Context: an optimization exercise on an open-source flow, tuned for small area, a short achievable clock period and few clock cycles. The choices shown serve that exercise and are no tape-out recipe.
Only simulation tests tie the RTL to the original design; equivalence was not proved.
Power and IR drop assume default switching activity.

==> flow/design.v <==
module cm11a_ctrl (
  input  wire         clk,
  input  wire         rst,
  input  wire         open_ok,
  input  wire         in_valid,
  output wire         in_ready,
  input  wire [1:0]   in_kind,
  input  wire [7:0]   in_op,
  input  wire [7:0]   in_n,
  input  wire [127:0] in_data,
  output reg          tx_valid,
  input  wire         tx_ready,
  output reg  [7:0]   tx_data,
  output reg          hr_valid,
  input  wire         hr_ready,
  output reg  [1:0]   hr_kind,
  output reg  [7:0]   hr_val,
  output reg          ev_valid,
  input  wire         ev_ready,
  output reg  [3:0]   ev_type,
  output reg  [7:0]   ev_a,
  output reg  [7:0]   ev_b,
  output reg  [7:0]   ev_c,
  output reg  [7:0]   ev_d
);
  localparam K_RX = 2'd0, K_HOST = 2'd1, K_IOERR = 2'd2, K_TMO = 2'd3;
  localparam OP_TRANSMIT = 8'h01, OP_ADDRESS = 8'h02, OP_LABEL = 8'h03,
             OP_COMMAND  = 8'h04, OP_RING_ON = 8'h05, OP_RING_OFF = 8'h06,
             OP_QUERY    = 8'h07;
  localparam HR_ACCEPT = 2'd0, HR_REJECT = 2'd1, HR_HOLD = 2'd2;
  localparam RJ_RANGE = 8'h10, RJ_NOADDR = 8'h11, RJ_FAULTED = 8'h12,
             RJ_ILLEGAL = 8'h13, RJ_FORM = 8'h14;
  localparam EV_READY = 4'd1, EV_POLL = 4'd2, EV_ADDRESS = 4'd3, EV_COMMAND = 4'd4,
             EV_POWERFAIL = 4'd5, EV_CKOK = 4'd6, EV_CKBAD = 4'd7, EV_RETX = 4'd8,
             EV_TXFAIL = 4'd9, EV_RINGON = 4'd10, EV_RINGOFF = 4'd11,
             EV_QSTATUS = 4'd12, EV_COMPLETE = 4'd13, EV_FAULT = 4'd14;
  localparam RES_OK = 8'd0, RES_STATUS = 8'd1, RES_ERR = 8'd2;
  localparam F_TRANSPORT = 8'h01, F_POLL_LEN = 8'h04, F_TIMEOUT = 8'h05;
  localparam L_UNREADY = 2'd0, L_READY = 2'd1, L_TX = 2'd2;
  localparam B_STATUS = 2'd0, B_RING = 2'd1, B_DONE = 2'd2, B_FAILED = 2'd3;
  localparam X_NONE = 2'd0, X_STATUS = 2'd1, X_CKSUM = 2'd2, X_POLL = 2'd3;
  localparam Q_PLAIN = 2'd0, Q_ADDR = 2'd1, Q_RON = 2'd2, Q_ROFF = 2'd3;
  localparam C_NONE = 2'd0, C_OK = 2'd1, C_RON = 2'd2, C_ROFF = 2'd3;
  localparam T_IDLE = 4'd0, T_RING = 4'd1, T_CPL = 4'd2, T_STCPL = 4'd3,
             T_RETX = 4'd4, T_TXFAIL = 4'd5, T_POLL = 4'd6, T_FB = 4'd7,
             T_FO = 4'd8;
  function integer cap;
    input integer p;
    begin
      cap = (p == 7) ? 2 : 8 - p;
    end
  endfunction
  function integer off;
    input integer p;
    integer i;
    begin
      off = 0;
      for (i = 0; i < p; i = i + 1) off = off + cap(i);
    end
  endfunction
  localparam PAYB = 37;    
  function [3:0] code_n;
    input [3:0] x;
    begin
      case (x)
        4'd1:  code_n = 4'h6;  4'd2:  code_n = 4'hE;  4'd3:  code_n = 4'h2;  4'd4:  code_n = 4'hA;
        4'd5:  code_n = 4'h1;  4'd6:  code_n = 4'h9;  4'd7:  code_n = 4'h5;  4'd8:  code_n = 4'hD;
        4'd9:  code_n = 4'h7;  4'd10: code_n = 4'hF;  4'd11: code_n = 4'h3;  4'd12: code_n = 4'hB;
        4'd13: code_n = 4'h0;  4'd14: code_n = 4'h8;  4'd15: code_n = 4'h4;  default: code_n = 4'hC;
      endcase
    end
  endfunction
  function pair_ok;
    input [7:0] c;
    input [7:0] u;
    begin
      pair_ok = ((c >= 8'h41 && c <= 8'h50) || (c >= 8'h61 && c <= 8'h70)) &&
                (u >= 8'd1 && u <= 8'd16);
    end
  endfunction
  reg         boot_pend;
  reg         boot_ok;
  reg [7:0]   fault;
  reg [1:0]   boot;
  reg [1:0]   lstate;
  reg [1:0]   retry;
  reg         hold;
  reg [7:0]   opseq;
  reg [7:0]   last_addr;
  reg         last_addr_ok;
  reg [3:0]   nops;              
  reg [3:0]   qcnt;              
  reg [1:0]   qk   [0:7];
  reg [7:0]   qid  [0:7];
  reg [2:0]   qlm  [0:7];        
  reg [8*PAYB-1:0] qpay;
  reg         hdoom;             
  reg [1:0]   exp_kind;
  reg [3:0]   exp_cnt;
  reg [7:0]   exp_owner;
  reg [7:0]   exp_b7;
  reg [1:0]   sav_kind;
  reg [3:0]   sav_cnt;
  reg [7:0]   sav_owner;
  reg [7:0]   sav_b7;
  reg [3:0]   poll_len;
  reg [7:0]   poll_mask;
  reg [7:0]   poll_rep [0:7];
  reg         cp_valid;
  reg [1:0]   cp_kind;
  reg [7:0]   cp_id;
  reg [3:0]   et;                
  reg         et_fo;             
  reg [2:0]   pidx;
  reg         tx_act;            
  reg [2:0]   tx_idx;
  integer i;
  reg        txs_valid;
  reg [7:0]  txs_data;
  reg        hrs_valid;
  reg [1:0]  hrs_kind;
  reg [7:0]  hrs_val;
  reg        evs_valid;
  reg [3:0]  evs_type;
  reg [7:0]  evs_a, evs_b, evs_c, evs_d;
  reg         c_valid;
  reg  [1:0]  c_kind;
  reg  [2:0]  c_op;          
  reg         c_illegal;     
  reg         c_form;        
  reg         c_range;       
  reg  [3:0]  c_k;           
  reg  [63:0] c_data;        
  reg         c_r55, c_r5a, c_ra5;
  reg         c_host;        
  wire busy   = boot_pend || tx_act || (et != T_IDLE);
  wire rooms  = !txs_valid && !hrs_valid && !evs_valid;
  wire accept = c_valid && !boot_pend && rooms &&
                (!tx_act || c_kind == K_HOST) && (et == T_IDLE || c_host);
  assign in_ready = !c_valid || accept;
  wire capture = in_valid && in_ready;
  wire [7:0] rxb = c_data[7:0];
  wire [63:0] s0 = qpay[63:0];
  wire [55:0] s1 = qpay[8*8 +: 56];
  wire        h_addr = (qk[0] == Q_ADDR);
  reg  [7:0]  ck_acc;
  reg  [7:0]  fl_c, fl_r;    
  wire [7:0]  head_sum = ck_acc;
  wire [7:0]  tail_byte = h_addr ? s0[7:0] : s0[8*tx_idx +: 8];
  reg        own_ok;
  reg [7:0]  owner;
  always @(*) begin
    case ((exp_kind == X_POLL) ? sav_kind : exp_kind)
      X_STATUS: begin own_ok = 1'b1; owner = (exp_kind == X_POLL) ? sav_owner : exp_owner; end
      X_CKSUM:  begin own_ok = 1'b1; owner = qid[0]; end
      default:  begin own_ok = cp_valid; owner = cp_id; end
    endcase
  end
  reg [7:0]  k_need;
  reg        n_bad;
  reg        labels_bad;
  reg [63:0] codes;
  always @(*) begin
    case (in_op)
      OP_TRANSMIT: k_need = in_n;
      OP_ADDRESS:  k_need = in_n;
      OP_LABEL:    k_need = {1'b0, in_n[7:1]};
      OP_QUERY:    k_need = 8'd0;
      default:     k_need = 8'd1;
    endcase
    case (in_op)
      OP_TRANSMIT: n_bad = 1'b0;
      OP_ADDRESS:  n_bad = (in_n == 8'd0);
      OP_LABEL:    n_bad = (in_n == 8'd0) || in_n[0];
      OP_COMMAND:  n_bad = (in_n != 8'd1);
      default:     n_bad = (in_n != 8'd0);
    endcase
    labels_bad = 1'b0;
    for (i = 0; i < 8; i = i + 1) begin
      if (i < in_n[7:1] && !pair_ok(in_data[16*i +: 8], in_data[16*i+8 +: 8]))
        labels_bad = 1'b1;
      codes[8*i +: 8] = {code_n(in_data[16*i +: 4]), code_n(in_data[16*i+8 +: 4])};
    end
  end
  wire [2:0]  k_last   = c_k[2:0] - 3'd1;
  wire [7:0]  final_addr = c_data[8*k_last +: 8];
  wire [7:0]  next_opseq = (opseq == 8'd255) ? 8'd1 : opseq + 8'd1;
  reg        n_boot_ok;
  reg [7:0]  n_fault;
  reg [1:0]  n_boot, n_lstate, n_retry;
  reg        n_hold;
  reg [7:0]  n_opseq, n_last_addr;
  reg        n_last_addr_ok;
  reg [1:0]  n_exp_kind, n_sav_kind;
  reg [3:0]  n_exp_cnt, n_sav_cnt;
  reg [7:0]  n_exp_owner, n_exp_b7, n_sav_owner, n_sav_b7;
  reg [3:0]  n_poll_len;
  reg [7:0]  n_poll_mask;
  reg        rep_we;
  reg [2:0]  rep_wi;
  reg        n_cp_valid;
  reg [1:0]  n_cp_kind;
  reg [7:0]  n_cp_id;
  reg        n_hdoom;
  reg        q_push, q_shift, q_sub;
  reg [1:0]  w_kind;
  reg [7:0]  w_id;
  reg [2:0]  w_lm;
  reg [63:0] w_pay;
  reg [3:0]  n_qcnt;
  reg        o_tx;  reg [7:0] o_tx_data;
  reg        o_hr;  reg [1:0] o_hr_kind; reg [7:0] o_hr_val;
  reg        o_ev;  reg [3:0] o_ev_type; reg [7:0] o_ev_a, o_ev_b, o_ev_c, o_ev_d;
  reg [3:0]  n_et;
  reg        n_et_fo;
  reg        n_tx_act;
  reg        o_start;
  reg        do_fault;
  reg [7:0]  f_cause;
  reg        do_rel, do_try;
  reg [1:0]  h0_kind;
  reg [7:0]  h0_b0;
  reg [2:0]  h0_lm;
  reg        fb;
  always @(*) begin
    n_boot_ok      = boot_ok;
    n_fault        = fault;
    n_boot         = boot;
    n_lstate       = lstate;
    n_retry        = retry;
    n_hold         = hold;
    n_opseq        = opseq;
    n_last_addr    = last_addr;
    n_last_addr_ok = last_addr_ok;
    n_exp_kind     = exp_kind;
    n_exp_cnt      = exp_cnt;
    n_exp_owner    = exp_owner;
    n_exp_b7       = exp_b7;
    n_sav_kind     = sav_kind;
    n_sav_cnt      = sav_cnt;
    n_sav_owner    = sav_owner;
    n_sav_b7       = sav_b7;
    n_poll_len     = poll_len;
    n_poll_mask    = poll_mask;
    rep_we         = 1'b0;
    rep_wi         = exp_cnt[2:0] - 3'd2;
    n_cp_valid     = cp_valid;
    n_cp_kind      = cp_kind;
    n_cp_id        = cp_id;
    n_hdoom        = hdoom;
    q_push         = 1'b0;
    q_shift        = 1'b0;
    q_sub          = 1'b0;
    w_kind         = Q_PLAIN;
    w_id           = opseq;
    w_lm           = 3'd0;
    w_pay          = 64'd0;
    n_qcnt         = qcnt;
    o_tx = 1'b0; o_tx_data = 8'd0;
    o_hr = 1'b0; o_hr_kind = HR_ACCEPT; o_hr_val = 8'd0;
    o_ev = 1'b0; o_ev_type = 4'd0; o_ev_a = 8'd0; o_ev_b = 8'd0; o_ev_c = 8'd0; o_ev_d = 8'd0;
    n_et     = T_IDLE;
    n_et_fo  = 1'b0;
    n_tx_act = 1'b0;
    o_start  = 1'b0;
    do_fault = 1'b0;
    f_cause  = F_TRANSPORT;
    do_rel   = 1'b0;
    do_try   = 1'b0;
    fb       = 1'b0;
    if (boot_pend) begin
      if (boot_ok) begin
        o_tx = 1'b1; o_tx_data = 8'h8B;
      end else begin
        do_fault = 1'b1;
        f_cause  = F_TRANSPORT;
      end
    end else if (accept) begin
      case (c_kind)
        K_HOST: begin
          o_hr = 1'b1;
          if (fault != 8'd0) begin
            o_hr_kind = HR_REJECT; o_hr_val = RJ_FAULTED;
          end else if (boot == B_STATUS || boot == B_RING) begin
            o_hr_kind = HR_HOLD;
          end else if (c_illegal) begin
            o_hr_kind = HR_REJECT; o_hr_val = RJ_ILLEGAL;
          end else if (c_form) begin
            o_hr_kind = HR_REJECT; o_hr_val = RJ_FORM;
          end else if (c_range) begin
            o_hr_kind = HR_REJECT; o_hr_val = RJ_RANGE;
          end else if (c_op == OP_COMMAND[2:0] && !last_addr_ok) begin
            o_hr_kind = HR_REJECT; o_hr_val = RJ_NOADDR;
          end else if ({1'b0, qcnt} + {1'b0, c_k} > 5'd8) begin
            o_hr_kind = HR_HOLD;
          end else if (c_op == OP_QUERY[2:0] &&
                       !(lstate == L_READY && exp_kind == X_NONE &&
                         sav_kind == X_NONE && !cp_valid)) begin
            o_hr_kind = HR_HOLD;
          end else begin
            o_hr_kind = HR_ACCEPT; o_hr_val = opseq;
            n_opseq = next_opseq;
            w_id    = opseq;
            case ({5'd0, c_op})
              OP_TRANSMIT: begin
                if (c_k != 4'd0) begin
                  q_push = 1'b1;
                  w_kind = Q_PLAIN;
                  w_lm   = k_last;
                  w_pay  = c_data;
                  n_qcnt = qcnt + 4'd1;
                end
                do_try = 1'b1;
              end
              OP_ADDRESS, OP_LABEL: begin
                q_push = 1'b1;
                w_kind = Q_ADDR;
                w_lm   = k_last;
                w_pay  = c_data;
                n_qcnt = qcnt + c_k;
                n_last_addr    = final_addr;
                n_last_addr_ok = 1'b1;
                do_try = 1'b1;
              end
              OP_COMMAND: begin
                q_push = 1'b1;
                w_kind = Q_PLAIN;
                w_lm   = 3'd1;
                w_pay  = {48'd0, last_addr[7:4], c_data[3:0], 8'h06};
                n_qcnt = qcnt + 4'd1;
                do_try = 1'b1;
              end
              OP_RING_ON: begin
                q_push = 1'b1;
                w_kind = Q_RON;
                w_pay  = {56'd0, 8'hEB};
                n_qcnt = qcnt + 4'd1;
                do_try = 1'b1;
              end
              OP_RING_OFF: begin
                q_push = 1'b1;
                w_kind = Q_ROFF;
                w_pay  = {56'd0, 8'hDB};
                n_qcnt = qcnt + 4'd1;
                do_try = 1'b1;
              end
              default: begin  
                n_exp_kind  = X_STATUS;
                n_exp_cnt   = 4'd0;
                n_exp_owner = opseq;
                o_tx = 1'b1; o_tx_data = 8'h8B;
              end
            endcase
          end
        end
        K_RX: begin
          if (fault != 8'd0) begin
          end else if (c_r55) begin
            o_ev = 1'b1; o_ev_type = EV_READY;
            n_lstate = L_READY;
            if (cp_valid) begin
              n_cp_valid = 1'b0;
              case (cp_kind)
                C_RON: begin
                  if (cp_id == 8'd0) n_boot = B_DONE;
                  n_et = T_RING;
                end
                C_ROFF: n_et = T_RING;
                C_OK:   n_et = T_CPL;
                default: ;
              endcase
            end
            do_try = 1'b1;
          end else if (c_r5a) begin
            o_tx = 1'b1; o_tx_data = 8'hC3;
            o_ev = 1'b1; o_ev_type = EV_POLL;
            if (exp_kind != X_POLL) begin
              n_sav_kind  = exp_kind;
              n_sav_cnt   = exp_cnt;
              n_sav_owner = exp_owner;
              n_sav_b7    = exp_b7;
            end
            n_exp_kind = X_POLL;
            n_exp_cnt  = 4'd0;
          end else if (c_ra5) begin
            o_ev = 1'b1; o_ev_type = EV_POWERFAIL;
            o_tx = 1'b1; o_tx_data = 8'h9B;
          end else begin
            case (exp_kind)
              X_NONE: ;
              X_STATUS: begin
                if (exp_cnt == 4'd7) n_exp_b7 = rxb;
                n_exp_cnt = exp_cnt + 4'd1;
                if (exp_cnt == 4'd13) begin
                  o_ev = 1'b1; o_ev_type = EV_QSTATUS; o_ev_a = exp_b7;
                  n_exp_kind = X_NONE;
                  if (exp_owner == 8'd0) begin
                    n_lstate = L_READY;
                    n_boot   = B_RING;
                    q_push   = 1'b1;
                    w_kind   = Q_RON;
                    w_id     = 8'd0;
                    w_pay    = {56'd0, 8'hEB};
                    n_qcnt   = qcnt + 4'd1;
                    do_try   = 1'b1;
                  end else begin
                    n_et   = T_STCPL;
                    do_rel = 1'b1;
                  end
                end
              end
              X_CKSUM: begin
                n_exp_kind = X_NONE;
                o_ev = 1'b1; o_ev_a = head_sum; o_ev_b = rxb;
                if (rxb == head_sum) begin
                  o_ev_type = EV_CKOK; o_ev_b = 8'd0;
                  o_tx = 1'b1; o_tx_data = 8'h00;
                  n_retry    = 2'd0;
                  n_cp_valid = 1'b1;
                  n_cp_id    = qid[0];
                  case (qk[0])
                    Q_ADDR:  n_cp_kind = (qlm[0] == 3'd0 && !hdoom) ? C_OK : C_NONE;
                    Q_RON:   n_cp_kind = C_RON;
                    Q_ROFF:  n_cp_kind = C_ROFF;
                    default: n_cp_kind = C_OK;
                  endcase
                  if (h_addr && qlm[0] != 3'd0) q_sub = 1'b1;
                  else q_shift = 1'b1;
                  n_qcnt = qcnt - 4'd1;
                  do_rel = 1'b1;
                end else begin
                  o_ev_type = EV_CKBAD;
                  if (retry != 2'd3) begin
                    n_retry  = retry + 2'd1;
                    n_lstate = L_READY;
                    n_et     = T_RETX;
                    do_try   = 1'b1;
                  end else begin
                    n_et    = T_TXFAIL;
                    n_cp_id = qid[0];
                    if (qid[0] == 8'd0) n_boot = B_FAILED;
                    if (h_addr && qlm[0] != 3'd0) begin
                      q_sub   = 1'b1;
                      n_hdoom = 1'b1;
                    end else begin
                      q_shift = 1'b1;
                    end
                    n_qcnt   = qcnt - 4'd1;
                    n_retry  = 2'd0;
                    n_lstate = L_READY;
                    do_rel   = 1'b1;
                  end
                end
              end
              default: begin  
                if (exp_cnt == 4'd0) begin
                  if (rxb < 8'd2 || rxb > 8'd9) begin
                    do_fault = 1'b1;
                    f_cause  = F_POLL_LEN;
                  end else begin
                    n_poll_len = rxb[3:0];
                    n_exp_cnt  = 4'd1;
                  end
                end else if (exp_cnt == 4'd1) begin
                  n_poll_mask = rxb;
                  n_exp_cnt   = 4'd2;
                end else begin
                  rep_we    = 1'b1;
                  n_exp_cnt = exp_cnt + 4'd1;
                  if (exp_cnt == poll_len) begin
                    o_ev = 1'b1;
                    o_ev_type = poll_mask[0] ? EV_COMMAND : EV_ADDRESS;
                    o_ev_a    = (poll_len == 4'd2) ? rxb : poll_rep[0];
                    if (poll_len != 4'd2) n_et = T_POLL;
                    n_exp_kind  = sav_kind;
                    n_exp_cnt   = sav_cnt;
                    n_exp_owner = sav_owner;
                    n_exp_b7    = sav_b7;
                    n_sav_kind  = X_NONE;
                    do_rel = 1'b1;
                  end
                end
              end
            endcase
          end
        end
        K_IOERR: begin
          if (fault == 8'd0) begin
            do_fault = 1'b1;
            f_cause  = F_TRANSPORT;
          end
        end
        default: begin  
          if (fault == 8'd0 && (exp_kind != X_NONE || cp_valid)) begin
            do_fault = 1'b1;
            f_cause  = F_TIMEOUT;
          end
        end
      endcase
    end
    if (do_fault) begin
      o_ev = 1'b1; o_ev_type = EV_FAULT; o_ev_a = f_cause;
      n_fault = f_cause;
      fb = (boot == B_STATUS || boot == B_RING);
      if (fb) begin
        n_boot = B_FAILED;
        n_et   = T_FB;
        n_et_fo = own_ok && owner != 8'd0;
      end else if (own_ok) begin
        n_et   = T_FO;
      end
    end
    if (do_rel && n_hold && n_exp_kind == X_NONE && n_sav_kind == X_NONE) begin
      n_hold = 1'b0;
      do_try = 1'b1;
    end
    if (q_shift) begin
      h0_kind = qk[1]; h0_b0 = s1[7:0]; h0_lm = qlm[1];
    end else if (q_push && nops == 4'd0) begin
      h0_kind = w_kind; h0_b0 = w_pay[7:0]; h0_lm = w_lm;
    end else begin
      h0_kind = qk[0]; h0_b0 = s0[7:0]; h0_lm = qlm[0];
    end
    if (do_try && n_lstate == L_READY && n_qcnt != 4'd0) begin
      if (n_exp_kind == X_NONE && n_sav_kind == X_NONE && !n_cp_valid) begin
        n_lstate  = L_TX;
        n_hold    = 1'b0;
        n_exp_kind = X_CKSUM;
        n_exp_cnt  = 4'd0;
        o_tx = 1'b1;
        o_tx_data = (h0_kind == Q_ADDR) ? 8'h04 : h0_b0;
        n_tx_act  = (h0_kind == Q_ADDR) || (h0_lm != 3'd0);
        o_start   = 1'b1;
      end else begin
        n_hold = 1'b1;
      end
    end
  end
  reg        t_ev;
  reg [3:0]  t_type;
  reg [7:0]  t_a, t_b, t_c, t_d;
  reg [3:0]  t_next;
  reg        t_next_fo;
  always @(*) begin
    t_ev = 1'b1; t_type = EV_COMPLETE; t_a = 8'd0; t_b = RES_OK; t_c = 8'd0; t_d = 8'd0;
    t_next = T_IDLE; t_next_fo = 1'b0;
    case (et)
      T_RING: begin
        t_type = (cp_kind == C_RON) ? EV_RINGON : EV_RINGOFF;
        t_next = T_CPL;
      end
      T_CPL: begin
        t_a = cp_id;
      end
      T_STCPL: begin
        t_a = exp_owner; t_b = RES_STATUS; t_c = exp_b7;
      end
      T_RETX: begin
        t_type = EV_RETX; t_a = {6'd0, retry}; t_b = 8'd0;
      end
      T_TXFAIL: begin
        t_type = EV_TXFAIL; t_a = fl_c; t_b = fl_r; t_c = cp_id; t_d = 8'd3;
      end
      T_POLL: begin
        t_type = poll_mask[pidx] ? EV_COMMAND : EV_ADDRESS;
        t_a    = poll_rep[pidx];
        if (pidx + 3'd2 != poll_len[2:0]) t_next = T_POLL;
      end
      T_FB: begin
        t_b = RES_ERR; t_c = fault;
        if (et_fo) t_next = T_FO;
      end
      T_FO: begin
        t_a = owner; t_b = RES_ERR; t_c = fault;
      end
      default: t_ev = 1'b0;
    endcase
  end
  wire core_go = boot_pend || accept;
  wire tx_go   = tx_act && !txs_valid;
  wire et_go   = (et != T_IDLE) && !evs_valid;
  wire       c_tx      = core_go && o_tx;
  wire       c_ev      = core_go && o_ev;
  wire       w_tx      = c_tx || tx_go;
  wire [7:0] w_tx_data = c_tx ? o_tx_data : tail_byte;
  wire       w_hr      = core_go && o_hr;
  wire       w_ev      = c_ev || et_go;
  wire [3:0] w_ev_type = c_ev ? o_ev_type : t_type;
  wire [7:0] w_ev_a    = c_ev ? o_ev_a : t_a;
  wire [7:0] w_ev_b    = c_ev ? o_ev_b : t_b;
  wire [7:0] w_ev_c    = c_ev ? o_ev_c : t_c;
  wire [7:0] w_ev_d    = c_ev ? o_ev_d : t_d;
  always @(posedge clk) begin
    if (rst) begin
      tx_valid  <= 1'b0;
      txs_valid <= 1'b0;
    end else if (!tx_valid || tx_ready) begin
      if (txs_valid) begin
        tx_data   <= txs_data;
        txs_valid <= 1'b0;
      end else begin
        tx_valid  <= w_tx;
        if (w_tx) tx_data <= w_tx_data;
      end
    end else if (w_tx) begin
      txs_valid <= 1'b1;
      txs_data  <= w_tx_data;
    end
  end
  always @(posedge clk) begin
    if (rst) begin
      hr_valid  <= 1'b0;
      hrs_valid <= 1'b0;
    end else if (!hr_valid || hr_ready) begin
      if (hrs_valid) begin
        hr_kind   <= hrs_kind;
        hr_val    <= hrs_val;
        hrs_valid <= 1'b0;
      end else begin
        hr_valid  <= w_hr;
        if (w_hr) begin
          hr_kind <= o_hr_kind;
          hr_val  <= o_hr_val;
        end
      end
    end else if (w_hr) begin
      hrs_valid <= 1'b1;
      hrs_kind  <= o_hr_kind;
      hrs_val   <= o_hr_val;
    end
  end
  always @(posedge clk) begin
    if (rst) begin
      ev_valid  <= 1'b0;
      evs_valid <= 1'b0;
    end else if (!ev_valid || ev_ready) begin
      if (evs_valid) begin
        ev_type   <= evs_type;
        ev_a      <= evs_a;
        ev_b      <= evs_b;
        ev_c      <= evs_c;
        ev_d      <= evs_d;
        evs_valid <= 1'b0;
      end else begin
        ev_valid  <= w_ev;
        if (w_ev) begin
          ev_type <= w_ev_type;
          ev_a    <= w_ev_a;
          ev_b    <= w_ev_b;
          ev_c    <= w_ev_c;
          ev_d    <= w_ev_d;
        end
      end
    end else if (w_ev) begin
      evs_valid <= 1'b1;
      evs_type  <= w_ev_type;
      evs_a     <= w_ev_a;
      evs_b     <= w_ev_b;
      evs_c     <= w_ev_c;
      evs_d     <= w_ev_d;
    end
  end
  always @(posedge clk) begin
    if (rst) begin
      c_valid <= 1'b0;
    end else begin
      if (accept) c_valid <= 1'b0;
      if (capture) begin
        c_valid   <= 1'b1;
        c_kind    <= in_kind;
        c_op      <= in_op[2:0];
        c_illegal <= (in_op == 8'd0 || in_op > OP_QUERY);
        c_form    <= n_bad || k_need > 8'd8;
        c_range   <= (in_op == OP_LABEL && labels_bad) ||
                     (in_op == OP_COMMAND && in_data[7:0] > 8'd15);
        c_k       <= k_need[3:0];
        c_data    <= (in_kind == K_HOST && in_op == OP_LABEL) ? codes : in_data[63:0];
        c_r55     <= (in_data[7:0] == 8'h55);
        c_r5a     <= (in_data[7:0] == 8'h5A);
        c_ra5     <= (in_data[7:0] == 8'hA5);
        c_host    <= (in_kind == K_HOST && in_op != OP_QUERY);
      end
    end
  end
  always @(posedge clk) begin
    if (rst) begin
      boot_pend    <= 1'b1;
      boot_ok      <= open_ok;
      fault        <= 8'd0;
      boot         <= B_STATUS;
      lstate       <= L_UNREADY;
      retry        <= 2'd0;
      hold         <= 1'b0;
      opseq        <= 8'd1;
      last_addr_ok <= 1'b0;
      nops         <= 4'd0;
      qcnt         <= 4'd0;
      exp_kind     <= open_ok ? X_STATUS : X_NONE;
      exp_cnt      <= 4'd0;
      exp_owner    <= 8'd0;
      sav_kind     <= X_NONE;
      cp_valid     <= 1'b0;
      et           <= T_IDLE;
      et_fo        <= 1'b0;
      tx_act       <= 1'b0;
    end else begin
      if (tx_go) begin
        ck_acc   <= ck_acc + tail_byte;
        tx_idx   <= tx_idx + 3'd1;
        if (h_addr || tx_idx == qlm[0]) tx_act <= 1'b0;
      end
      if (et_go) begin
        et    <= t_next;
        et_fo <= t_next_fo;
        pidx  <= pidx + 3'd1;
      end
      if (core_go) begin
        boot_pend    <= 1'b0;
        fault        <= n_fault;
        boot         <= n_boot;
        lstate       <= n_lstate;
        retry        <= n_retry;
        hold         <= n_hold;
        opseq        <= n_opseq;
        last_addr    <= n_last_addr;
        last_addr_ok <= n_last_addr_ok;
        exp_kind     <= n_exp_kind;
        exp_cnt      <= n_exp_cnt;
        exp_owner    <= n_exp_owner;
        exp_b7       <= n_exp_b7;
        sav_kind     <= n_sav_kind;
        sav_cnt      <= n_sav_cnt;
        sav_owner    <= n_sav_owner;
        sav_b7       <= n_sav_b7;
        poll_len     <= n_poll_len;
        poll_mask    <= n_poll_mask;
        if (rep_we) poll_rep[rep_wi] <= rxb;
        cp_valid     <= n_cp_valid;
        cp_kind      <= n_cp_kind;
        cp_id        <= n_cp_id;
        hdoom        <= n_hdoom;
        qcnt         <= n_qcnt;
        if (n_et != T_IDLE) begin
          et    <= n_et;
          et_fo <= n_et_fo;
          pidx  <= 3'd1;
        end
        if (o_start) begin
          tx_act <= n_tx_act;
          tx_idx <= 3'd1;
          ck_acc <= o_tx_data;
        end
        if (n_et == T_TXFAIL) begin
          fl_c <= head_sum;
          fl_r <= rxb;
        end
        if (q_push)  nops <= nops + 4'd1;
        if (q_shift) nops <= nops - 4'd1;
        if (q_shift || (q_push && nops == 4'd0)) hdoom <= 1'b0;
      end
    end
  end
  wire q_step = !rst && !boot_pend && accept;
  genvar p, b;
  generate
    for (p = 0; p < 8; p = p + 1) begin : slot
      always @(posedge clk) begin
        if (q_step) begin
          if (q_shift) begin
            if (p < 7) begin
              qk[p]  <= qk[p+1];
              qid[p] <= qid[p+1];
              qlm[p] <= qlm[p+1];
            end
          end else if (q_sub) begin
            if (p == 0) qlm[p] <= qlm[p] - 3'd1;
          end else if (q_push && nops == p) begin
            qk[p]  <= w_kind;
            qid[p] <= w_id;
            qlm[p] <= w_lm;
          end
        end
      end
      for (b = 0; b < cap(p); b = b + 1) begin : byte_
        always @(posedge clk) begin
          if (q_step) begin
            if (q_shift) begin
              if (p < 7 && b < cap(p + 1))
                qpay[8*(off(p)+b) +: 8] <= qpay[8*(off(p+1)+b) +: 8];
            end else if (q_sub) begin
              if (p == 0) begin
                if (b < 7) qpay[8*b +: 8] <= qpay[8*(b+1) +: 8];
              end
            end else if (q_push && nops == p) begin
              qpay[8*(off(p)+b) +: 8] <= w_pay[8*b +: 8];
            end
          end
        end
      end
    end
  endgenerate
endmodule
==> flow/run.sh <==
#!/bin/bash
# synth_recipe.tcl (not shown) runs the flow's synth.tcl, then flattens the netlist and writes it again
# the make line also repeats each setting of config.mk as NAME=value (left out here)
make -C /OpenROAD-flow-scripts/flow DESIGN_CONFIG=/design/flow/config.mk WORK_HOME=/design/flow/orfs CLKGATE_MAP_FILE= SYNTH_SCRIPT=/design/flow/synth_recipe.tcl finish
==> flow/config.mk <==
export PLATFORM = sky130hd
export DESIGN_NAME = cm11a_ctrl
export DESIGN_NICKNAME = cm11a_ctrl
export VERILOG_FILES = /design/flow/design.v
export SDC_FILE = /design/flow/constraint.sdc
export NUM_CORES = 4
export LEC_CHECK = 0
export ABC_CLOCK_PERIOD_IN_PS = 3500
export CAP_MARGIN = 20
export CORE_MARGIN = 2
export CORE_UTILIZATION = 40
export PLACE_DENSITY = 0.6
export SETUP_SLACK_MARGIN = 4.5
export SLEW_MARGIN = 20
export TNS_END_PERCENT = 100
==> flow/constraint.sdc <==
create_clock -name core_clock -period 8.0 [get_ports {clk}]
set_input_delay 1.6000 -clock core_clock [delete_from_list [all_inputs] [get_ports {clk}]]
set_output_delay 1.6000 -clock core_clock [all_outputs]
set_load 0.01 [all_outputs]
==> flow_metrics.py, run 1 <==
metrics = {
    "sta": {
        "setup_viol": 0,
        "rsz0062_at_grt": "true",
        "tns_ns": 0,
        "fin_worst_skew_ns": 0.03463,
        "slew_viol_final": 0,
        "period_needed_ns": 4.149,
        "period_share": 0.5186,
        "hold_viol": 0,
        "holdWs_ns": 0.4830,
        "tightestPinTransition_ns": 1.112,
        "relSlewSlack": 0.2584,
        "max_freq_ghz": 0.2410,
    },
    "synth": {
        "synth_mux_area_frac": 0.05390,
        "synth_fa_ha_area_frac": 0.01410,
        "synth_compound_area_frac": 0.1204,
        "synth-seq-area-share": 0.6127,
        "async_reset_ff_frac": 0,
        "yosys.area_share.simple": 0.1482,
        "yosysWarnings": 4,
        "synth_area_sq_um": 37440,
        "synth-xor-area-share": 0.02222,
        "syn_avg_cell_area_sq_um": 11.56,
        "synthFlopType": "edfxtp_1",
        "synth-edff-count": 726,
        "yosys.area.top_type": "edfxtp_1",
        "yosysUniqueCellTypes": 92,
        "synth_top_area_share": 0.5822,
        "synth.ff_latch_count": 783,
        "synthCells": 3239,
        "synth.top_cells.by_area": "edfxtp_1 (58%), nand2_1 (6.4%), dfxtp_1 (3.0%), o21ai_0 (2.8%), mux4_2 (2.5%)",
        "synth_top_family_by_area": "simple AND/OR/NAND/NOR gates",
    },
    "routing": {
        "wirelength_um": 121700,
        "wl_per_cell_um": 24.75,
        "drt_first_iter_violations": 2973,
        "drc": 0,
        "vias_per_cell": 5.737,
        "dr_total_vias": 28220,
        "drt_first_pass_iters": 6,
        "ant_nets": 0,
    },
    "worst_setup_path": {
        "r2r_cells": 15,
        "arrival_ns": 4.54,
        "critPathMaxFanout": 9,
        "crit_start": "boot[1]$_SDFFE_PP0N_",
        "crit_path_end_kind": "register",
        "critPathKind": "reg2reg",
        "r2r-start": "boot[1]$_SDFFE_PP0N_",
        "r2r_slack_ns": 3.85,
        "critPathLaunchType": "register",
        "r2r-end": "ck_acc[2]$_DFFE_PN_",
        "cp.required_ns": 8.39,
    },
    "clocking": {
        "cts_tree": "done",
        "clk_path_buf_depth": 3,
        "cts.reportedPaths.clkPinSlew_ns": 0.07,
        "root_buffer": "clkbuf_16",
        "cts_buffers": 84,
        "h-tree-depth": 3,
        "cts.sinks": 783,
        "clock_latency_ns": 0.66,
    },
    "pwr": {
        "p_leak_uw": 0.01782,
        "clock_power_share": 0.432,
        "power_frac_seq": 0.489,
        "p_switching_uw": 2171,
        "ir_worst_vdd_mv": 0.1160,
        "switching_share": 0.2331,
        "p_int_uw": 7143,
        "p_comb_frac": 0.079,
        "powerDensity_nw_per_um2": 194.8,
    },
    "global_route": {
        "grt.total_usage": 0.2427,
        "antenna_found_initial": 1,
        "first_global_vias": 26640,
        "grt_max_degree": 102,
        "grt_overflow_total": 0,
        "grt_pass1_wl_um": 173300,
    },
    "finish": {
        "layout.nets": 3787,
        "fillers": 8113,
        "drive_gt1_frac": 0.2058,
        "fin_util": 0.5139,
        "area_growth_pct": 27.71,
        "fin_cells": 4919,
    },
    "worst_hold_path": {
        "min_from": "sav_kind[1]$_SDFFE_PP0N_",
        "hold_path_depth": 2,
        "hp-class": "reg2reg",
        "hold_path_end": "sav_kind[1]$_SDFFE_PP0N_",
    },
    "outcome": {
        "status": "timing/DRC/antenna clean",
    },
    "floorplan": {
        "die_w_um": 310.0,
        "num_io_pins": 211,
        "num_rows": 112,
        "coreArea_sq_um": 93050,
        "dieArea_sq_um": 96070,
        "die_h_um": 310.0,
        "start_util": 0.4024,
    },
    "place": {
        "place.gp.congestion": 0.9596,
        "dp_hpwl_um": 77980,
        "port_buffers": 200,
        "dp.cells": 4577,
    },
    "run": {
        "cap_violations": 0,
    },
}
## layout make-up
cell class	instances	area, sq um	area share
Sequential cell	783	22960	0.4802
Multi-Input combinational cell	2199	15100	0.3158
Timing Repair Buffer	442	5016	0.1049
Clock buffer	98	2186	0.04571
Tap cell	1254	1569	0.03281
Clock inverter	59	651.9	0.01363
Inverter	83	327.8	0.006855
Antenna cell	1	2.502	0.00005233
## worst max-delay path, cell delays in order (launching register included)
cell and delay [ns]:
dfxtp_1 0.56, or4b_4 0.56, or4_4 0.46, or3_4 0.38, o31ai_4 0.20, a31oi_1 0.11
or3_4 0.38, nor4_4 0.20, buf_4 0.19, nor4bb_4 0.07, buf_4 0.15, buf_6 0.13
buf_12 0.12, buf_16 0.14, a211oi_2 0.15, a21oi_1 0.06
## flip-flops by register name, indices dropped and copies added (netlist names), 16 cells and up, named ones only
signal / count
qlm: 24
qpay: 296
poll_rep: 64
qk: 16
qid: 64
c_data: 64
## stage by stage
step           worst slack [ns]  power (uW)  cell area, sq um
6_report                  3.851        9314             47820
5_1_grt                   3.766        9568             47820
4_1_cts                   3.970        9323             46130
3_5_place_dp              2.421        5297             41220
3_3_place_gp              2.520        5293             41220
2_1_floorplan             4.223        4992             37920
## worst max-delay path by stage
stage                                 to  slack, ns  depth (start not counted)
CTS                 tx_data[1]$_DFFE_PP_       3.97                         13
floorplan            qid[1][0]$_DFFE_PP_       4.22                         12
finish               ck_acc[2]$_DFFE_PN_       3.85                         15
detailed placement  tx_data[2]$_DFFE_PP_       2.42                         11
global route         ck_acc[2]$_DFFE_PN_       3.77                         15
global placement    tx_data[2]$_DFFE_PP_       2.52                         11
## layer usage
metal / share of wire / vias up / GRT usage
met5: 0 / - / 0
met4: 0.040 / 0 / 0.09651
met3: 0.091 / 248 / 0.04243
met2: 0.46 / 1404 / 0.3847
met1: 0.41 / 13840 / 0.3320
li1: - / 12720 / -
## synthesized netlist by cell type (33+ instances only)
cell type,number
a21oi_1,104
nand3_1,33
clkbuf_1,153
mux2i_1,43
o21ai_0,206
xnor2_1,54
nand2_1,641
ha_1,39
nor2_1,218
mux4_2,42
nor4_1,48
a22oi_1,59
or3_1,37
and2_1,58
a21o_1,72
xor2_1,41
edfxtp_1,726
dfxtp_1,57
inv_1,81
nor3_1,72
mux2_2,56
## repair_timing
item,4_1_cts,5_1_grt
setup buffers,95,46
resized for setup,344,179
hold buffers,0,0
cloned,16,26
setup endpoints to repair,1229,785
pin swaps,67,70
## placed cells by master, fill, tap and decap left out, types with 18 or more instances in the layout
cell type          n
buf_6             30
nand3_1           29
dfxtp_1           47
mux2_2            56
buf_12            39
dlygate4sd2_1     27
nor4_1            23
nor2_4            28
a21o_1            72
o21a_1            32
inv_1             77
xor2_1            40
nor4_4            18
a22o_1            23
buf_4            140
nor2_1           180
a22oi_1           59
nor3_1            48
o21ai_1           31
nand2_1          620
ha_1              30
mux2i_1           40
and2_1            51
xnor2_1           51
clkinv_2          26
clkbuf_16        103
a21oi_1           87
clkdlybuf4s50_1  137
nand4_1           20
or3_1             32
mux4_2            42
edfxtp_1         726
o21ai_0          176
nand2b_1          19
## kinds of logic (layout without fill, tap and decap cells)
family | after synthesis | after routing
XOR/XNOR | 95 | 95
other | 1 | 7
AND/OR/NAND/NOR | 1226 | 1234
AO/OA/AOI/OAI | 681 | 681
buffers and inverters | 270 | 682
flip-flops | 783 | 783
adder cells (fa/ha/maj) | 41 | 41
multiplexers | 142 | 142
## power by group through the flow
stage	clock [uW]	combinational (uW)	sequential, uW
after floorplan	0	379	4610
after global placement	0	645	4650
after detailed placement	0	649	4650
after CTS	4070	695	4560
after global routing	4220	781	4560
final	4020	732	4560
Testbench counts, summed over its fixed seeds: cycles 5,576.
==> run 2, diff against run 1 <==
--- a/flow/design.v
+++ b/flow/design.v
@@ -95,6 +95,7 @@
   reg [2:0]   qlm  [0:7];        
   reg [8*PAYB-1:0] qpay;
   reg         hdoom;             
+  reg  [2:0]  hsub;              
   reg [1:0]   exp_kind;
   reg [3:0]   exp_cnt;
   reg [7:0]   exp_owner;
@@ -146,7 +147,9 @@
   reg  [7:0]  ck_acc;
   reg  [7:0]  fl_c, fl_r;    
   wire [7:0]  head_sum = ck_acc;
-  wire [7:0]  tail_byte = h_addr ? s0[7:0] : s0[8*tx_idx +: 8];
+  wire [2:0]  tail_i    = h_addr ? hsub : tx_idx;
+  wire [7:0]  tail_byte = s0[8*tail_i +: 8];
+  wire        h_last    = (hsub == qlm[0]);    
   reg        own_ok;
   reg [7:0]  owner;
   always @(*) begin
@@ -419,12 +422,12 @@
                   n_cp_valid = 1'b1;
                   n_cp_id    = qid[0];
                   case (qk[0])
-                    Q_ADDR:  n_cp_kind = (qlm[0] == 3'd0 && !hdoom) ? C_OK : C_NONE;
+                    Q_ADDR:  n_cp_kind = (h_last && !hdoom) ? C_OK : C_NONE;
                     Q_RON:   n_cp_kind = C_RON;
                     Q_ROFF:  n_cp_kind = C_ROFF;
                     default: n_cp_kind = C_OK;
                   endcase
-                  if (h_addr && qlm[0] != 3'd0) q_sub = 1'b1;
+                  if (h_addr && !h_last) q_sub = 1'b1;
                   else q_shift = 1'b1;
                   n_qcnt = qcnt - 4'd1;
                   do_rel = 1'b1;
@@ -439,7 +442,7 @@
                     n_et    = T_TXFAIL;
                     n_cp_id = qid[0];
                     if (qid[0] == 8'd0) n_boot = B_FAILED;
-                    if (h_addr && qlm[0] != 3'd0) begin
+                    if (h_addr && !h_last) begin
                       q_sub   = 1'b1;
                       n_hdoom = 1'b1;
                     end else begin
@@ -595,15 +598,11 @@
       tx_valid  <= 1'b0;
       txs_valid <= 1'b0;
     end else if (!tx_valid || tx_ready) begin
-      if (txs_valid) begin
-        tx_data   <= txs_data;
-        txs_valid <= 1'b0;
-      end else begin
-        tx_valid  <= w_tx;
-        if (w_tx) tx_data <= w_tx_data;
-      end
-    end else if (w_tx) begin
-      txs_valid <= 1'b1;
+      tx_valid  <= txs_valid || w_tx;
+      tx_data   <= txs_valid ? txs_data : w_tx_data;
+      txs_valid <= 1'b0;
+    end else if (!txs_valid) begin
+      txs_valid <= w_tx;
       txs_data  <= w_tx_data;
     end
   end
@@ -612,19 +611,12 @@
       hr_valid  <= 1'b0;
       hrs_valid <= 1'b0;
     end else if (!hr_valid || hr_ready) begin
-      if (hrs_valid) begin
-        hr_kind   <= hrs_kind;
-        hr_val    <= hrs_val;
-        hrs_valid <= 1'b0;
-      end else begin
-        hr_valid  <= w_hr;
-        if (w_hr) begin
-          hr_kind <= o_hr_kind;
-          hr_val  <= o_hr_val;
-        end
-      end
-    end else if (w_hr) begin
-      hrs_valid <= 1'b1;
+      hr_valid  <= hrs_valid || w_hr;
+      hr_kind   <= hrs_valid ? hrs_kind : o_hr_kind;
+      hr_val    <= hrs_valid ? hrs_val : o_hr_val;
+      hrs_valid <= 1'b0;
+    end else if (!hrs_valid) begin
+      hrs_valid <= w_hr;
       hrs_kind  <= o_hr_kind;
       hrs_val   <= o_hr_val;
     end
@@ -634,25 +626,15 @@
       ev_valid  <= 1'b0;
       evs_valid <= 1'b0;
     end else if (!ev_valid || ev_ready) begin
-      if (evs_valid) begin
-        ev_type   <= evs_type;
-        ev_a      <= evs_a;
-        ev_b      <= evs_b;
-        ev_c      <= evs_c;
-        ev_d      <= evs_d;
-        evs_valid <= 1'b0;
-      end else begin
-        ev_valid  <= w_ev;
-        if (w_ev) begin
-          ev_type <= w_ev_type;
-          ev_a    <= w_ev_a;
-          ev_b    <= w_ev_b;
-          ev_c    <= w_ev_c;
-          ev_d    <= w_ev_d;
-        end
-      end
-    end else if (w_ev) begin
-      evs_valid <= 1'b1;
+      ev_valid  <= evs_valid || w_ev;
+      ev_type   <= evs_valid ? evs_type : w_ev_type;
+      ev_a      <= evs_valid ? evs_a : w_ev_a;
+      ev_b      <= evs_valid ? evs_b : w_ev_b;
+      ev_c      <= evs_valid ? evs_c : w_ev_c;
+      ev_d      <= evs_valid ? evs_d : w_ev_d;
+      evs_valid <= 1'b0;
+    end else if (!evs_valid) begin
+      evs_valid <= w_ev;
       evs_type  <= w_ev_type;
       evs_a     <= w_ev_a;
       evs_b     <= w_ev_b;
@@ -757,24 +739,24 @@
         if (q_push)  nops <= nops + 4'd1;
         if (q_shift) nops <= nops - 4'd1;
         if (q_shift || (q_push && nops == 4'd0)) hdoom <= 1'b0;
+        if (q_sub) hsub <= hsub + 3'd1;
       end
+      if (nops == 4'd0 || (core_go && q_shift)) hsub <= 3'd0;
     end
   end
-  wire q_step = !rst && !boot_pend && accept;
+  wire q_shift_go = accept && q_shift;
   genvar p, b;
   generate
     for (p = 0; p < 8; p = p + 1) begin : slot
+      wire ld   = (nops <= p) || q_shift_go;
+      wire from = (nops > p) && (p < 7);
       always @(posedge clk) begin
-        if (q_step) begin
-          if (q_shift) begin
-            if (p < 7) begin
-              qk[p]  <= qk[p+1];
-              qid[p] <= qid[p+1];
-              qlm[p] <= qlm[p+1];
-            end
-          end else if (q_sub) begin
-            if (p == 0) qlm[p] <= qlm[p] - 3'd1;
-          end else if (q_push && nops == p) begin
+        if (ld) begin
+          if (from) begin
+            qk[p]  <= qk[(p+1)%8];
+            qid[p] <= qid[(p+1)%8];
+            qlm[p] <= qlm[(p+1)%8];
+          end else begin
             qk[p]  <= w_kind;
             qid[p] <= w_id;
             qlm[p] <= w_lm;
@@ -783,17 +765,11 @@
       end
       for (b = 0; b < cap(p); b = b + 1) begin : byte_
         always @(posedge clk) begin
-          if (q_step) begin
-            if (q_shift) begin
-              if (p < 7 && b < cap(p + 1))
-                qpay[8*(off(p)+b) +: 8] <= qpay[8*(off(p+1)+b) +: 8];
-            end else if (q_sub) begin
-              if (p == 0) begin
-                if (b < 7) qpay[8*b +: 8] <= qpay[8*(b+1) +: 8];
-              end
-            end else if (q_push && nops == p) begin
+          if (ld) begin
+            if (from && b < cap(p + 1))
+              qpay[8*(off(p)+b) +: 8] <= qpay[8*(off(p+1)+b) +: 8];
+            else
               qpay[8*(off(p)+b) +: 8] <= w_pay[8*b +: 8];
-            end
           end
         end
       end
--- a/flow/config.mk
+++ b/flow/config.mk
@@ -5,7 +5,6 @@
 export SDC_FILE = /design/flow/constraint.sdc
 export NUM_CORES = 4
 export LEC_CHECK = 0
-export ABC_CLOCK_PERIOD_IN_PS = 3500
 export CAP_MARGIN = 20
 export CORE_MARGIN = 2
 export CORE_UTILIZATION = 40
==> run 2 against run 1 <==
Critical path type unchanged. Clock skew rose by 0.00054 ns. Synthesized area rose by 1.3%. Sequential share of layout area rose by 2.2 points. Register-to-register slack improved by 0.19 ns. Global-route usage fell by 1.2 points. Flip-flop and latch count rose by 17. Largest power group unchanged. Worst setup slack improved by 0.19 ns. Final area fell by 2.2%. Routed wire length fell by 5.1%. Final cell count fell by 0.22%. Utilization fell by 1.4 points. Non-clock buffer count fell by 65.
==> flow_metrics.py, run 2 <==
metrics = {
    "worst_hold_path": {
        "hp-class": "reg2reg",
        "hold_path_depth": 2,
        "min_from": "last_addr_ok$_SDFFE_PP0P_",
        "hold_path_end": "last_addr_ok$_SDFFE_PP0P_",
    },
    "synth": {
        "synthCells": 3305,
        "synth_most_common_cell": "edfxtp_1",
        "synth-seq-area-share": 0.6180,
        "synthFlopType": "edfxtp_1",
        "async_reset_ff_frac": 0,
        "yosysWarnings": 6,
        "syn_avg_cell_area_sq_um": 11.48,
        "synth_top_area_share": 0.5880,
        "synth_fa_ha_area_frac": 0.01325,
        "synth_mux_area_frac": 0.05002,
        "ys_top_cells_by_count": "edfxtp_1 (743), nand2_1 (609), o21ai_0 (485), clkbuf_1 (163), nor2_1 (160)",
        "yosys.area_share.simple": 0.1388,
        "synth-edff-count": 743,
        "yosysUniqueCellTypes": 94,
        "synth-xor-area-share": 0.02123,
        "synth_area_sq_um": 37950,
        "synth_top_family_by_area": "simple AND/OR/NAND/NOR gates",
        "synth.ff_latch_count": 800,
        "yosys.area.top_type": "edfxtp_1",
        "synth_compound_area_frac": 0.1316,
        "synth.top_cells.by_area": "edfxtp_1 (59%), o21ai_0 (6.4%), nand2_1 (6.0%), dfxtp_1 (3.0%), mux4_2 (2.5%)",
    },
    "place": {
        "place.gp.congestion": 0.9325,
        "port_buffers": 206,
        "postPlaceCellArea_sq_um": 41410,
        "dp_hpwl_um": 77640,
    },
    "finish": {
        "fin_util": 0.4997,
        "regMostFlops": "qpay",
        "layout_commonest_cell": "edfxtp_1",
        "area_growth_pct": 23.26,
        "layout.nets": 3771,
        "fillers": 8425,
        "n_antenna_cell": 0,
        "drive_gt1_frac": 0.1672,
        "largest_reg_flops": 296,
        "final_area_sq_um": 46770,
        "final_cell_mix": "edfxtp_1 (743), nand2_1 (595), o21ai_0 (441)",
    },
    "sta": {
        "max_freq_ghz": 0.2525,
        "tns_ns": 0,
        "slew_viol_final": 0,
        "relSlewSlack": 0.3079,
        "period_share": 0.4950,
        "rsz0062_at_grt": "true",
        "fin_worst_skew_ns": 0.03517,
        "hold_viol": 0,
        "setup_viol": 0,
        "period_needed_ns": 3.960,
        "tightestPinTransition_ns": 1.034,
    },
    "routing": {
        "dr_total_vias": 28170,
        "drt_first_pass_iters": 6,
        "vias_per_cell": 5.739,
        "ant_nets": 0,
        "drc": 0,
        "wl_per_cell_um": 23.55,
        "drt_first_iter_violations": 3179,
        "wirelength_um": 115600,
    },
    "global_route": {
        "first_global_vias": 26460,
        "grt_pass1_wl_um": 169800,
        "grt.total_usage": 0.2303,
        "grt_max_degree": 101,
        "antenna_found_initial": 2,
        "grt_overflow_total": 0,
    },
    "clocking": {
        "cts_buffers": 87,
        "cts.sinks": 800,
        "root_buffer": "clkbuf_16",
        "clk_path_buf_depth": 3,
        "hold_buffers": 0,
        "cts_tree": "done",
        "clock_latency_ns": 0.67,
        "h-tree-depth": 3,
        "cts.reportedPaths.clkPinSlew_ns": 0.06,
    },
    "worst_setup_path": {
        "arrival_ns": 4.35,
        "critPathKind": "reg2reg",
        "r2r_cells": 17,
        "critPathLaunchType": "register",
        "critPathMaxFanout": 7,
        "r2r-end": "ck_acc[7]$_DFFE_PN_",
        "r2r-start": "qk[0][1]$_DFFE_PP_",
        "crit_start": "qk[0][1]$_DFFE_PP_",
        "r2r_slack_ns": 4.04,
        "cp.required_ns": 8.39,
        "crit_path_end_kind": "register",
    },
    "outcome": {
        "status": "timing/DRC/antenna clean",
    },
    "floorplan": {
        "die_h_um": 312.0,
        "num_rows": 112,
        "start_util": 0.4054,
        "dieArea_sq_um": 97350,
        "coreArea_sq_um": 93610,
        "num_io_pins": 211,
        "die_w_um": 312.0,
    },
    "pwr": {
        "p_leak_uw": 0.01711,
        "ir_worst_vdd_mv": 0.1405,
        "powerDensity_nw_per_um2": 207.8,
    },
    "run": {
        "cap_violations": 0,
    },
}
==> run 2: cell count changes after synthesis, sizes merged, moves of 9 or more <==
| cell | delta |
|---|---|
| o21ai | +284 |
| nand2 | -32 |
| o21a | -23 |
| inv | -17 |
| nor2 | -58 |
| clkbuf | +10 |
| nor3 | -11 |
| nor2b | +9 |
| a222oi | -13 |
| edfxtp | +17 |
| nor4 | -10 |
| a211oi | -10 |
| a22oi | -28 |
| a21o | -54 |
==> run 2: per-layer routing <==
layer	GRT usage	part of all wire	vias up	wire length [um]
li1	-	-	12860	-
met1	0.3189	0.42	13830	48740
met2	0.3717	0.47	1245	53940
met3	0.03676	0.076	228	8802
met4	0.07496	0.035	2	4094
met5	0	0.000069	-	8
==> run 2: layout make-up <==
| class | count | area, sq um | area share |
|---|---|---|---|
| tap | 1254 | 1569 | 0.03354 |
| sequential | 800 | 23490 | 0.5021 |
| timing repair buffer | 377 | 3635 | 0.07771 |
| multi-input combinational | 2248 | 14750 | 0.3153 |
| clock inverter | 61 | 779.5 | 0.01667 |
| clock buffer | 103 | 2308 | 0.04935 |
| inverter | 65 | 247.7 | 0.005297 |
==> run 2: repair_timing <==
item / 4_1_cts / 5_1_grt
endpoints found under the setup margin: 1091 / 513
gates cloned: 6 / 1
endpoints found under the hold margin: 0 / 0
setup buffers: 72 / 41
resized for setup: 189 / 111
pin swaps: 44 / 55
==> run 2: critical path: stages, from the launching register on <==
cell and delay, ns:
edfxtp_1 0.42, nor2b_4 0.25, mux2i_4 0.29, buf_12 0.16, buf_12 0.10, mux4_2 0.54, mux2i_4 0.30, inv_1 0.08
ha_1 0.28, a21o_1 0.17, a21oi_2 0.16, o21bai_1 0.10, a21oi_2 0.17, o21ai_1 0.09, xnor2_1 0.15, nand2_1 0.08
xnor2_1 0.17, o21a_1 0.18
==> run 2: cell families (layout without fill, tap and decap cells) <==
kind of cell | after synthesis | count (layout)
adder cells (fa/ha/maj) | 39 | 39
AND/OR/NAND/NOR | 1144 | 1147
XOR/XNOR | 92 | 92
AO/OA/AOI/OAI | 839 | 839
buffers and inverters | 260 | 606
flip-flops | 800 | 800
multiplexers | 131 | 131
==> run 2: metrics by stage <==
step	setup WS (ns)	hold WS, ns	power [uW]	std cells
floorplan	4.261	0.4171	5064	3305
global placement	2.717	0.4489	5374	4622
detailed placement	2.697	0.4504	5377	4623
CTS	4.128	0.4796	9745	4865
global route	3.967	0.4999	9981	4908
finish	4.040	0.4787	9721	4908
==> run 2: power by group <==
part | switching, uW | total (uW) | leakage [uW] | internal (uW)
Sequential | 68.3 | 4660 | 0.00857 | 4590
Clock | 1720 | 4340 | 0.00151 | 2620
Combinational | 401 | 719 | 0.00702 | 318
==> run 2: worst max path at each step <==
stage / to / slack [ns]
floorplan: ck_acc[7]$_DFFE_PN_ / 4.26
global placement: tx_data[6]$_DFFE_PP_ / 2.72
detailed placement: tx_data[6]$_DFFE_PP_ / 2.70
CTS: ck_acc[6]$_DFFE_PN_ / 4.13
global route: ck_acc[7]$_DFFE_PN_ / 3.97
finish: ck_acc[7]$_DFFE_PN_ / 4.04
Testbench counts of run 2, summed over its fixed seeds: cycles 5,576.
==> run 3, diff against run 2 <==
--- a/flow/config.mk
+++ b/flow/config.mk
@@ -9,6 +9,6 @@
 export CORE_MARGIN = 2
 export CORE_UTILIZATION = 40
 export PLACE_DENSITY = 0.6
-export SETUP_SLACK_MARGIN = 4.5
+export SETUP_SLACK_MARGIN = 5
 export SLEW_MARGIN = 20
 export TNS_END_PERCENT = 100
==> run 3 against run 2 <==
Clock skew is 0.0046 ns higher. Register-to-register slack better by 0.07 ns. Combinational power is about 10% higher. Synthesized area stayed put. Critical path type unchanged. Critical endpoint is now ck_acc[6]$_DFFE_PN_.
==> flow_metrics.py, run 3 <==
metrics = {
    "worst_setup_path": {
        "crit_chain": "nor2b_4 > mux2i_4 > buf_12 > mux4_2 > mux2_4 > ha_4 > inv_2 > fa_2 > nor2b_4 > o21ai_1 > nand2b_1 > a21o_1 > a21oi_2 > xor2_1 > a21oi_1 > mux2_4",
        "crit_family": "multiplexers",
        "cp.required_ns": 8.40,
        "critPathLaunchType": "register",
        "critical_path_buf_inv_count": 2,
        "r2r-end": "ck_acc[6]$_DFFE_PN_",
        "r2r-start": "qk[0][1]$_DFFE_PP_",
        "cp_slowest_stage_delay_ns": 0.55,
        "arrival_ns": 4.29,
        "worst_path_max_delay_cell": "mux4_2",
        "r2r_cells": 16,
        "critPathMaxFanout": 7,
        "critPathKind": "reg2reg",
        "r2r_slack_ns": 4.11,
        "crit_path_end_kind": "register",
    },
    "sta": {
        "period_share": 0.4866,
        "slew_viol_final": 0,
        "max_freq_ghz": 0.2569,
        "finalWorstSetupSlack_ns": 4.107,
        "hold_viol": 0,
        "tns_ns": 0,
        "period_needed_ns": 3.893,
        "tightestPinTransition_ns": 1.008,
        "rsz0062_at_grt": "true",
        "fin_worst_skew_ns": 0.03982,
        "relSlewSlack": 0.3253,
        "setup_viol": 0,
    },
    "worst_hold_path": {
        "hold_path_end": "et_fo$_SDFF_PP0_",
        "min_from": "et_fo$_SDFF_PP0_",
        "hold_path_depth": 1,
        "hp-class": "reg2reg",
    },
    "global_route": {
        "grt_pass1_wl_um": 179000,
        "antenna_found_initial": 4,
        "grt_max_degree": 95,
        "grt.total_usage": 0.2447,
        "grt_overflow_total": 0,
        "first_global_vias": 27130,
    },
    "finish": {
        "final_cell_mix": "edfxtp_1 (743), nand2_1 (541), o21ai_0 (217)",
        "area_growth_pct": 32.42,
        "drive_gt1_frac": 0.2919,
        "layout.nets": 3934,
        "layout_commonest_cell": "edfxtp_1",
        "largest_reg_flops": 296,
        "fin_util": 0.5368,
        "regMostFlops": "qpay",
    },
    "floorplan": {
        "coreArea_sq_um": 93610,
        "num_io_pins": 211,
        "die_h_um": 312.0,
        "dieArea_sq_um": 97350,
        "num_rows": 112,
        "start_util": 0.4054,
        "die_w_um": 312.0,
    },
    "synth": {
        "syn_avg_cell_area_sq_um": 11.48,
        "synth.top_cells.by_area": "edfxtp_1 (59%), o21ai_0 (6.4%), nand2_1 (6.0%), dfxtp_1 (3.0%), mux4_2 (2.5%)",
        "synth-edff-count": 743,
        "synthFlopType": "edfxtp_1",
        "synthCells": 3305,
        "ys_top_cells_by_count": "edfxtp_1 (743), nand2_1 (609), o21ai_0 (485), clkbuf_1 (163), nor2_1 (160)",
        "yosys.area.top_type": "edfxtp_1",
        "synth-seq-area-share": 0.6180,
        "synth_area_sq_um": 37950,
        "async_reset_ff_frac": 0,
        "synth_most_common_cell": "edfxtp_1",
        "synth.ff_latch_count": 800,
        "yosysUniqueCellTypes": 94,
        "synth_top_area_share": 0.5880,
        "yosysWarnings": 6,
    },
    "routing": {
        "ant_nets": 0,
        "vias_per_cell": 5.822,
        "wirelength_um": 124600,
        "drt_first_pass_iters": 6,
        "drt_first_iter_violations": 3218,
        "wl_per_cell_um": 24.58,
        "dr_total_vias": 29510,
        "drc": 0,
    },
    "clocking": {
        "clock_latency_ns": 0.67,
        "cts.reportedPaths.clkPinSlew_ns": 0.07,
        "h-tree-depth": 3,
        "hold_buffers": 0,
        "cts_buffers": 87,
        "root_buffer": "clkbuf_16",
        "clk_path_buf_depth": 3,
        "cts.sinks": 800,
        "cts_tree": "done",
    },
    "pwr": {
        "powerDensity_nw_per_um2": 187.3,
        "ir_worst_vdd_mv": 0.1508,
        "p_leak_uw": 0.01869,
    },
    "outcome": {
        "status": "timing/DRC/antenna clean",
    },
    "place": {
        "place.gp.congestion": 0.9494,
        "dp_hpwl_um": 77630,
        "dp_slack_ns": 2.871,
        "port_buffers": 206,
    },
    "run": {
        "cap_violations": 0,
    },
}
## run 3: cell types whose count changed in the layout (fill, tap and decap cells not counted), sizes merged, moves of 11 or more
cell,previous run,this run
clkbuf,103,122
buf,172,344
dlygate4sd2,0,106
dlymetal6s2s,16,4
bufinv,17,6
clkdlybuf4s50,188,52
clkdlybuf4s15,0,14
## run 3: final cells by class
| class | count | area, sq um |
|---|---|---|
| timing repair buffer | 528 | 5261 |
| fill | 8010 | 43360 |
| clock inverter | 46 | 431.7 |
| sequential | 800 | 23490 |
| clock buffer | 114 | 2330 |
| multi-input combinational | 2260 | 16910 |
| tap | 1254 | 1569 |
| inverter | 65 | 257.7 |
| antenna | 1 | 2.502 |
## run 3: metal layers
| metal | part of all wire | GRT usage |
|---|---|---|
| met3 | 0.085 | 0.04114 |
| met1 | 0.41 | 0.3419 |
| met5 | 0.00039 | 0 |
| met4 | 0.038 | 0.08118 |
| met2 | 0.46 | 0.3891 |
## run 3: power breakdown
group          total, uW  switching (uW)  internal, uW
clock               3950            1700          2260
combinational        793             453           339
sequential          4660            69.2          4590
total               9410            2220          7190
## run 3: metrics by stage
step	cells	hold slack (ns)	total power, uW	cell area (sq um)
floorplan	3305	0.4171	5080	38550
global placement	4617	0.4487	5385	41640
detailed placement	4617	0.4520	5389	41640
CTS	4922	0.4828	9355	47680
global route	5067	0.5189	9659	50250
finish	5068	0.5020	9410	50250
## run 3: cell families (layout without fill, tap and decap cells)
family,after synthesis,count (layout),synth area share
AOI/OAI and AO/OA,839,841,0.1316
buffers and inverters,260,753,0.02707
adders and majority gates,39,39,0.01325
xor gates and xnor gates,92,92,0.02123
and+or+nand+nor,1144,1157,0.1388
other,0,1,0
muxes,131,131,0.05002
DFF,800,800,0.6180
## run 3: worst max path at each step
stage | startpoint | endpoint | cells past startpoint
2_1_floorplan | qk[0][1]$_DFFE_PP_ | ck_acc[7]$_DFFE_PN_ | 17
6_report | qk[0][1]$_DFFE_PP_ | ck_acc[6]$_DFFE_PN_ | 16
3_5_place_dp | c_k[0]$_DFFE_PP_ | txs_data[6]$_DFFE_PP_ | 14
4_1_cts | qk[0][1]$_DFFE_PP_ | ck_acc[7]$_DFFE_PN_ | 16
5_1_grt | c_k[0]$_DFFE_PP_ | tx_data[6]$_DFFE_PP_ | 15
3_3_place_gp | c_k[0]$_DFFE_PP_ | tx_data[6]$_DFFE_PP_ | 14
## run 3: what timing repair did
action / CTS / global route
resized for setup: 845 / 389
pin swaps: 180 / 124
setup endpoints to repair: 1309 / 897
gates cloned: 21 / 5
buffers inserted: 124 / 138

re-timing with driven ports:
In the flow no input, the clock included, has a driving cell. The finished layouts below were timed again as built, in two steps. Step 1 (the two cells are an assumption about what drives the block):
set clk [get_ports {clk}]
set_driving_cell -lib_cell sky130_fd_sc_hd__clkbuf_16 $clk
set_driving_cell -lib_cell sky130_fd_sc_hd__buf_2 [delete_from_list [all_inputs] $clk]
Step 2 times the ports against the registers' clock, not the clock port: input delays grow and output delays shrink by t, the midpoint of the rising clock arrivals with the driver on. Three values: ideal ports, drivers, drivers and shift; two values: the first two.
run	t, ns	setup WS [ns]	hold slack, ns
run 1	0.716	3.851 / 3.852 / 3.662	0.483 / 0.483 / 0.483
run 2	0.717	4.040 / 4.040 / 3.865	0.479 / 0.479 / 0.479
run 3	0.724	4.107 / 4.061 / 4.107	0.502 / 0.502 / 0.502
After both steps every run listed still meets setup and hold. The setup slack of run 1, which loses most, moves by +0.001 ns with the drivers and by -0.189 ns with both steps.
